Source: an optimization exercise on an open RTL-to-GDS flow (aim: small area, a short achievable clock period and few clock cycles per item). Production flows keep margins and buffers that such runs may drop.
Only simulation tests tie the RTL to the original design; equivalence was not proved.
Power figures rest on the tool's default switching activity, not on a simulated workload.

Setup of JK:
==> flow/design.v (excerpt) <==
module wfg_divcalc (
    input  wire        clk,
    input  wire        rst,         
    input  wire        start,       
    input  wire [31:0] sysclk_hz,   
    input  wire [31:0] freq,        
    input  wire [31:0] len,         
    output wire        ready,
    output reg         done,        
    output wire [31:0] divider
);
Settings: LEC_CHECK=0, CAP_MARGIN=20, CORE_MARGIN=2, CORE_UTILIZATION=40, PLACE_DENSITY=0.6, SLEW_MARGIN=20; clock period 10.0 ns.
standard.sh (not shown) runs the stock make flow with config.mk's settings and CLKGATE_MAP_FILE= SYNTH_SCRIPT=/design/flow/synth_recipe.tcl, a recipe that flattens the netlist after the stock synthesis.
==> flow/flow/run.sh <==
#!/bin/bash
# Layout flow: the standard flow, with two changes to how the layout is
# made (the constraints, the clock period and the synthesis are unchanged):
#  - the port buffers are buf_4 cells instead of the resizer's default pick
#  - the slow delay cells are not used as repair buffers
#  - timing repair aims for 7.0 ns of setup slack, i.e. paths of at most 3.0 ns
# Each tool's full output goes to a log file in this folder.
set -euo pipefail

# the platform's don't-use list, plus the delay cells
DU="sky130_fd_sc_hd__probe_p_8 sky130_fd_sc_hd__probec_p_8 sky130_fd_sc_hd__lpflow_bleeder_1 sky130_fd_sc_hd__lpflow_clkbufkapwr_1 sky130_fd_sc_hd__lpflow_clkbufkapwr_16 sky130_fd_sc_hd__lpflow_clkbufkapwr_2 sky130_fd_sc_hd__lpflow_clkbufkapwr_4 sky130_fd_sc_hd__lpflow_clkbufkapwr_8 sky130_fd_sc_hd__lpflow_clkinvkapwr_1 sky130_fd_sc_hd__lpflow_clkinvkapwr_16 sky130_fd_sc_hd__lpflow_clkinvkapwr_2 sky130_fd_sc_hd__lpflow_clkinvkapwr_4 sky130_fd_sc_hd__lpflow_clkinvkapwr_8 sky130_fd_sc_hd__lpflow_decapkapwr_12 sky130_fd_sc_hd__lpflow_decapkapwr_3 sky130_fd_sc_hd__lpflow_decapkapwr_4 sky130_fd_sc_hd__lpflow_decapkapwr_6 sky130_fd_sc_hd__lpflow_decapkapwr_8 sky130_fd_sc_hd__lpflow_inputiso0n_1 sky130_fd_sc_hd__lpflow_inputiso0p_1 sky130_fd_sc_hd__lpflow_inputiso1n_1 sky130_fd_sc_hd__lpflow_inputiso1p_1 sky130_fd_sc_hd__lpflow_inputisolatch_1 sky130_fd_sc_hd__lpflow_isobufsrc_1 sky130_fd_sc_hd__lpflow_isobufsrc_16 sky130_fd_sc_hd__lpflow_isobufsrc_2 sky130_fd_sc_hd__lpflow_isobufsrc_4 sky130_fd_sc_hd__lpflow_isobufsrc_8 sky130_fd_sc_hd__lpflow_isobufsrckapwr_16 sky130_fd_sc_hd__lpflow_lsbuf_lh_hl_isowell_tap_1 sky130_fd_sc_hd__lpflow_lsbuf_lh_hl_isowell_tap_2 sky130_fd_sc_hd__lpflow_lsbuf_lh_hl_isowell_tap_4 sky130_fd_sc_hd__lpflow_lsbuf_lh_isowell_4 sky130_fd_sc_hd__lpflow_lsbuf_lh_isowell_tap_1 sky130_fd_sc_hd__lpflow_lsbuf_lh_isowell_tap_2 sky130_fd_sc_hd__lpflow_lsbuf_lh_isowell_tap_4"
DU="$DU sky130_fd_sc_hd__clkdlybuf4s15_1 sky130_fd_sc_hd__clkdlybuf4s15_2 sky130_fd_sc_hd__clkdlybuf4s18_1 sky130_fd_sc_hd__clkdlybuf4s18_2 sky130_fd_sc_hd__clkdlybuf4s25_1 sky130_fd_sc_hd__clkdlybuf4s25_2 sky130_fd_sc_hd__clkdlybuf4s50_1 sky130_fd_sc_hd__clkdlybuf4s50_2 sky130_fd_sc_hd__dlygate4sd1_1 sky130_fd_sc_hd__dlygate4sd2_1 sky130_fd_sc_hd__dlygate4sd3_1 sky130_fd_sc_hd__dlymetal6s2s_1 sky130_fd_sc_hd__dlymetal6s4s_1 sky130_fd_sc_hd__dlymetal6s6s_1"

# the standard synthesis, unchanged
bash standard.sh synth > synth.log 2>&1

# floorplan to final layout
bash standard.sh "DONT_USE_CELLS=$DU" "BUFFER_PORTS_ARGS=-buffer_cell sky130_fd_sc_hd__buf_4" SETUP_SLACK_MARGIN=7.0 finish > layout.log 2>&1
In summary, JK completed successfully, with a layout that passed the timing, design-rule and antenna checks.
Testbench counts of JK, summed over its fixed seeds: cycles 30,693, items 1,024.
## Diff of input files: MS against JK
-- flow/flow/run.sh --
<<< JK, line 5
#  - the slow delay cells are not used as repair buffers
#  - timing repair aims for 7.0 ns of setup slack, i.e. paths of at most 3.0 ns
# Each tool's full output goes to a log file in this folder.
>>> MS, line 5
#  - the slow delay cells are not used as repair buffers
# Each tool's full output goes to a log file in this folder.
<<< JK, line 17
# floorplan to final layout
bash standard.sh "DONT_USE_CELLS=$DU" "BUFFER_PORTS_ARGS=-buffer_cell sky130_fd_sc_hd__buf_4" SETUP_SLACK_MARGIN=7.0 finish > layout.log 2>&1
>>> MS, line 16
# floorplan to final layout
bash standard.sh "DONT_USE_CELLS=$DU" "BUFFER_PORTS_ARGS=-buffer_cell sky130_fd_sc_hd__buf_4" finish > layout.log 2>&1
[summary]
MS ends up with lower final-layout non-clock buffer area share than JK does. From JK to MS the numbers moved as follows: met2 routing resource usage after global routing saw a decrease, count of clock-net buffers in the final layout went down 1. MS: full flow OK, the timing, design-rule and antenna checks passed. Clock group total power ends up higher on JK. Final area (MS vs. JK) decreases by a few percent. Est. power | MS vs JK | MS lower.

==> re-timing with driven ports <==
The flow's constraints put no driver on any port. The routed layouts listed below were extracted and timed again, unchanged, in two steps. Step 1 sets driving cells, clkbuf_16 on the clock port and buf_2 on the other inputs (assumed; they add their load-dependent delay and slew). Step 2 times the ports against the registers' clock, not the clock port: input delays grow and output delays shrink by t, the midpoint of the rising clock arrivals with the driver on. Slacks: ideal / step 1 / step 2; pairs: ideal / step 1.
run | t, ns | setup slack, ns | worst setup path at the end | clock arrival spread, ns | pins driven straight from the clock port
JK | 0.475 | 6.894 / 6.894 / 6.894 | register to register | 0.015 / 0.014 | 1
MS | 0.487 | 6.121 / 6.121 / 6.121 | register to register | 0.011 / 0.012 | 1
After both steps every run listed still meets setup and hold.
